Source: an optimization exercise on an open RTL-to-GDS flow (aim: small area, a short achievable clock period and few clock cycles). Production flows keep margins and buffers that such runs may drop.
RTL that was checked went through simulation tests only; none was proved equivalent to the original.

==> flow/design.v <==
module pecf_table (
    input  wire [7:0]  idx,
    output wire [14:0] entry
);
    wire t8 = idx[2] ^ idx[6];
    wire t9 = idx[1] ^ idx[5];
    wire t10 = idx[0] ^ idx[4];
    wire t11 = idx[3] ^ t8;
    wire t12 = idx[2] ^ t9;
    wire t13 = idx[1] ^ t10;
    wire t14 = idx[3] ^ idx[4];
    wire t15 = idx[6] ^ idx[7];
    wire t16 = idx[5] ^ t11;
    wire t17 = idx[7] ^ t11;
    wire t18 = t13 ^ t17;
    wire t19 = idx[7] ^ t14;
    wire t20 = t12 ^ t19;
    wire t21 = idx[4] ^ t16;
    wire t22 = idx[0] ^ t12;
    wire t23 = idx[7] ^ t10;
    wire t24 = t8 ^ t13;
    wire t25 = idx[5] ^ idx[6];
    wire t26 = t10 ^ t25;
    wire t27 = t9 ^ t15;
    wire t28 = idx[3] ^ t13;
    wire t29 = idx[4] ^ t12;
    wire t30 = t14 ^ t15;
    wire t31 = idx[0] ^ t9;
    wire t32 = t11 ^ t31;
    assign entry[0] = t18;
    assign entry[1] = t20;
    assign entry[2] = t21;
    assign entry[3] = t22;
    assign entry[4] = t23;
    assign entry[5] = t9;
    assign entry[6] = t8;
    assign entry[7] = t24;
    assign entry[8] = t26;
    assign entry[9] = t27;
    assign entry[10] = t28;
    assign entry[11] = t29;
    assign entry[12] = t16;
    assign entry[13] = t30;
    assign entry[14] = t32;
endmodule
module pecf_step (
    input  wire [14:0] rem_in,
    input  wire [7:0]  data,
    output wire [14:0] rem_out
);
    wire [14:0] entry;
    pecf_table u_table (
        .idx   (rem_in[14:7] ^ data),
        .entry (entry)
    );
    assign rem_out = {rem_in[6:0], 8'h00} ^ entry;
endmodule
module pecf_tx (
    input  wire       clk,
    input  wire       rst,
    input  wire       tx_valid,
    input  wire [7:0] tx_data,
    input  wire       tx_last,
    output wire       tx_ready,
    output wire       out_valid,
    output wire [7:0] out_data,
    input  wire       out_ready
);
    localparam [14:0] SEED = 15'h0010;
    reg         pec_hi;      
    reg         pec_lo;      
    reg  [14:0] rem;
    reg         obuf_valid;  
    reg  [7:0]  obuf_data;
    reg         spare_valid;
    reg  [7:0]  spare_data;
    reg         ready;       
    wire        pay   = !(pec_hi || pec_lo);
    wire        f_valid = pay ? tx_valid : 1'b1;
    wire [7:0]  f_data  = pay ? tx_data  : rem[14:7];
    wire        f_take  = f_valid && !spare_valid;
    wire [14:0] rem_next;
    assign tx_ready  = ready;
    assign out_valid = obuf_valid;
    assign out_data  = obuf_data;
    wire obuf_free = !obuf_valid || out_ready;
    pecf_step u_step (
        .rem_in  (rem),
        .data    (f_data),
        .rem_out (rem_next)
    );
    wire pec_hi_d = rst ? 1'b0 : f_take ? (pay && tx_last) : pec_hi;
    wire pec_lo_d = rst ? 1'b0 : f_take ? pec_hi : pec_lo;
    wire spare_d  = rst ? 1'b0 : obuf_free ? 1'b0 : (spare_valid || f_valid);
    always @(posedge clk) begin
        pec_hi      <= pec_hi_d;
        pec_lo      <= pec_lo_d;
        spare_valid <= spare_d;
        ready       <= !(pec_hi_d || pec_lo_d) && !spare_d;
        if (rst)
            rem <= SEED;
        else if (f_take)
            rem <= pec_lo ? SEED : rem_next;
    end
    always @(posedge clk) begin
        if (obuf_free)
            obuf_data <= spare_valid ? spare_data : f_data;
        if (!obuf_free && !spare_valid)
            spare_data <= f_data;
        if (rst)
            obuf_valid <= 1'b0;
        else if (obuf_free)
            obuf_valid <= spare_valid || f_valid;
    end
endmodule
module pecf_rx (
    input  wire        clk,
    input  wire        rst,
    input  wire        rx_start,
    input  wire        rx_valid,
    input  wire [7:0]  rx_data,
    input  wire [22:0] noise_floor_uv,
    output reg         blk_valid,
    output reg  [3:0]  blk_dev,
    output wire [15:0] blk_code0,
    output wire [15:0] blk_code1,
    output wire [15:0] blk_code2,
    output reg         blk_pec_ok,
    output reg         pec_err,
    output wire [22:0] blk_uv0,
    output wire [22:0] blk_uv1,
    output wire [22:0] blk_uv2
);
    localparam [14:0] SEED = 15'h0010;
    reg  [2:0]  pos;         
    reg  [14:0] rem;
    reg  [47:0] payload;     
    reg  [20:0] x_top;           
    reg         x_low;           
    reg         moved;           
    reg  [20:4] x_mid, x_bot;    
    reg         low_mid, low_bot;
    wire [14:0] rem_next;
    pecf_step u_step (
        .rem_in  ((pos == 3'd0) ? SEED : rem),
        .data    (rx_data),
        .rem_out (rem_next)
    );
    assign blk_code0  = payload[15:0];
    assign blk_code1  = payload[31:16];
    assign blk_code2  = payload[47:32];
    wire        rem_ok = (rem_next == 15'd0);
    wire [22:0] top_uv;
    pecf_scale u_scale (.code(blk_code2), .uv(top_uv));
    wire        top_low   = ({x_top, 2'b00} < noise_floor_uv);
    wire [20:0] x_clamped = x_low ? 21'd0 : x_top;
    function [3:0] x25_low (input [3:0] c);
        x25_low = {c[3] ^ c[0], c[2:0]};
    endfunction
    assign blk_uv0 = {x_bot, low_bot ? 4'd0 : x25_low(blk_code0[3:0]), 2'b00};
    assign blk_uv1 = {x_mid, low_mid ? 4'd0 : x25_low(blk_code1[3:0]), 2'b00};
    assign blk_uv2 = {x_clamped, 2'b00};
    always @(posedge clk) begin
        if (rx_valid) begin
            rem <= rem_next;
            if (!(pos[2] && pos[1]))
                payload <= {rx_data, payload[47:8]};
        end
        if (!pos[0])
            x_top <= top_uv[22:2];
        x_low <= top_low;
        moved <= rx_valid;
        if (moved && (pos == 3'd4 || pos == 3'd6)) begin
            x_mid   <= x_clamped[20:4];
            low_mid <= x_low;
            x_bot   <= x_mid;
            low_bot <= low_mid;
        end
    end
    always @(posedge clk) begin
        blk_valid  <= rx_valid && (pos == 3'd7);
        blk_pec_ok <= rem_ok;
        if (rst || rx_start) begin
            pos     <= 3'd0;
            blk_dev <= 4'd0;
            pec_err <= 1'b0;
        end else begin
            if (rx_valid)
                pos <= pos + 3'd1;
            if (blk_valid)
                blk_dev <= blk_dev + 4'd1;
            if (rx_valid && pos == 3'd7 && !rem_ok)
                pec_err <= 1'b1;
        end
    end
endmodule
module pecf_scale (
    input  wire [15:0] code,
    output wire [22:0] uv
);
    wire [20:0] x25 = ({code, 4'b0} + {code, 3'b0}) + code;
    assign uv = {x25, 2'b00};
endmodule
module pecf_link (
    input  wire        clk,
    input  wire        rst,
    input  wire        tx_valid,
    input  wire [7:0]  tx_data,
    input  wire        tx_last,
    output wire        tx_ready,
    output wire        out_valid,
    output wire [7:0]  out_data,
    input  wire        out_ready,
    input  wire        rx_start,
    input  wire        rx_valid,
    input  wire [7:0]  rx_data,
    input  wire [22:0] noise_floor_uv,
    output wire        blk_valid,
    output wire [3:0]  blk_dev,
    output wire [15:0] blk_code0,
    output wire [15:0] blk_code1,
    output wire [15:0] blk_code2,
    output wire        blk_pec_ok,
    output wire        pec_err,
    output wire [22:0] blk_uv0,
    output wire [22:0] blk_uv1,
    output wire [22:0] blk_uv2
);
    pecf_tx u_tx (
        .clk       (clk),
        .rst       (rst),
        .tx_valid  (tx_valid),
        .tx_data   (tx_data),
        .tx_last   (tx_last),
        .tx_ready  (tx_ready),
        .out_valid (out_valid),
        .out_data  (out_data),
        .out_ready (out_ready)
    );
    pecf_rx u_rx (
        .clk            (clk),
        .rst            (rst),
        .rx_start       (rx_start),
        .rx_valid       (rx_valid),
        .rx_data        (rx_data),
        .noise_floor_uv (noise_floor_uv),
        .blk_valid      (blk_valid),
        .blk_dev        (blk_dev),
        .blk_code0      (blk_code0),
        .blk_code1      (blk_code1),
        .blk_code2      (blk_code2),
        .blk_pec_ok     (blk_pec_ok),
        .pec_err        (pec_err),
        .blk_uv0        (blk_uv0),
        .blk_uv1        (blk_uv1),
        .blk_uv2        (blk_uv2)
    );
endmodule
Settings: LEC_CHECK=0, CAP_MARGIN=20, CORE_MARGIN=2, CORE_UTILIZATION=55, CTS_BUF_LIST=sky130_fd_sc_hd__clkbuf_8, SLEW_MARGIN=20; clock period 9.0 ns.
standard.sh (not shown) runs the stock make flow with config.mk's settings and CLKGATE_MAP_FILE= SYNTH_SCRIPT=/design/flow/synth_recipe.tcl, a recipe that flattens the netlist after the stock synthesis.
==> flow/flow/run.sh <==
#!/bin/bash
# The standard layout, except that the port buffers are made as the smallest
# buffer cell (buf_1) instead of the resizer's default pick; the repair steps
# still resize them where timing or slew asks for it.
set -euo pipefail
cd "$(dirname "$0")/.."
bash standard.sh BUFFER_PORTS_ARGS="-buffer_cell sky130_fd_sc_hd__buf_1" finish > standard_flow.log 2>&1
Rerun with:
--- a/flow/design.v
+++ b/flow/design.v
@@ -134,6 +134,7 @@
     localparam [14:0] SEED = 15'h0010;
     reg  [2:0]  pos;         
     reg  [14:0] rem;
+    reg         hi_ok;       
     reg  [47:0] payload;     
     reg  [20:0] x_top;           
     reg         x_low;           
@@ -142,14 +143,14 @@
     reg         low_mid, low_bot;
     wire [14:0] rem_next;
     pecf_step u_step (
-        .rem_in  ((pos == 3'd0) ? SEED : rem),
+        .rem_in  (rem),
         .data    (rx_data),
         .rem_out (rem_next)
     );
     assign blk_code0  = payload[15:0];
     assign blk_code1  = payload[31:16];
     assign blk_code2  = payload[47:32];
-    wire        rem_ok = (rem_next == 15'd0);
+    wire        pec_ok = hi_ok && (rx_data == {rem[6:0], 1'b0});
     wire [22:0] top_uv;
     pecf_scale u_scale (.code(blk_code2), .uv(top_uv));
     wire        top_low   = ({x_top, 2'b00} < noise_floor_uv);
@@ -161,11 +162,14 @@
     assign blk_uv1 = {x_mid, low_mid ? 4'd0 : x25_low(blk_code1[3:0]), 2'b00};
     assign blk_uv2 = {x_clamped, 2'b00};
     always @(posedge clk) begin
-        if (rx_valid) begin
+        if (rst || rx_start || (rx_valid && pos == 3'd7))
+            rem <= SEED;
+        else if (rx_valid && !(pos[2] && pos[1]))
             rem <= rem_next;
-            if (!(pos[2] && pos[1]))
-                payload <= {rx_data, payload[47:8]};
-        end
+        if (rx_valid && !(pos[2] && pos[1]))
+            payload <= {rx_data, payload[47:8]};
+        if (rx_valid && pos == 3'd6)
+            hi_ok <= (rx_data == rem[14:7]);
         if (!pos[0])
             x_top <= top_uv[22:2];
         x_low <= top_low;
@@ -179,7 +183,7 @@
     end
     always @(posedge clk) begin
         blk_valid  <= rx_valid && (pos == 3'd7);
-        blk_pec_ok <= rem_ok;
+        blk_pec_ok <= pec_ok;
         if (rst || rx_start) begin
             pos     <= 3'd0;
             blk_dev <= 4'd0;
@@ -189,7 +193,7 @@
                 pos <= pos + 3'd1;
             if (blk_valid)
                 blk_dev <= blk_dev + 4'd1;
-            if (rx_valid && pos == 3'd7 && !rem_ok)
+            if (rx_valid && pos == 3'd7 && !pec_ok)
                 pec_err <= 1'b1;
         end
     end
Outcome:
- The new run produced a clean layout
- via count climbs by about 1.2%
- die area decreases by about 0.8%
- global-route usage is higher by 0.30 points
- sequential share of layout area falls by 0.98 points
- wire length increases by about 0.4%
Testbench counts after the change, summed over its fixed seeds: cycles 35,024.
No functional check of the RTL was part of the first run of this note.

static timing again, ports no longer ideal:
In the flow no input, the clock included, has a driving cell. The finished layouts below were timed again as built, in two steps.
Step 1 assumes that a clkbuf_16 drives the clock port and a buf_2 every other input.
Step 2 times the ports against the registers' clock, not the clock port: input delays grow and output delays shrink by t, the midpoint of the rising clock arrivals with the driver on.
Three values: no drivers, after step 1, after step 2; two values: the first two.
run	t, ns	setup WS [ns]	hold slack, ns	slew at the worst register clock pin (ns)
the first run	0.483	5.181 / 5.181 / 5.040	0.448 / 0.448 / 0.448	0.09 / 0.09
the second run	0.491	5.583 / 5.549 / 5.264	0.452 / 0.452 / 0.452	0.09 / 0.09
After both steps setup and hold are still met in every run listed. For the second run, which loses most, drivers alone change the setup slack by -0.034 ns; drivers and shift together by -0.319 ns.
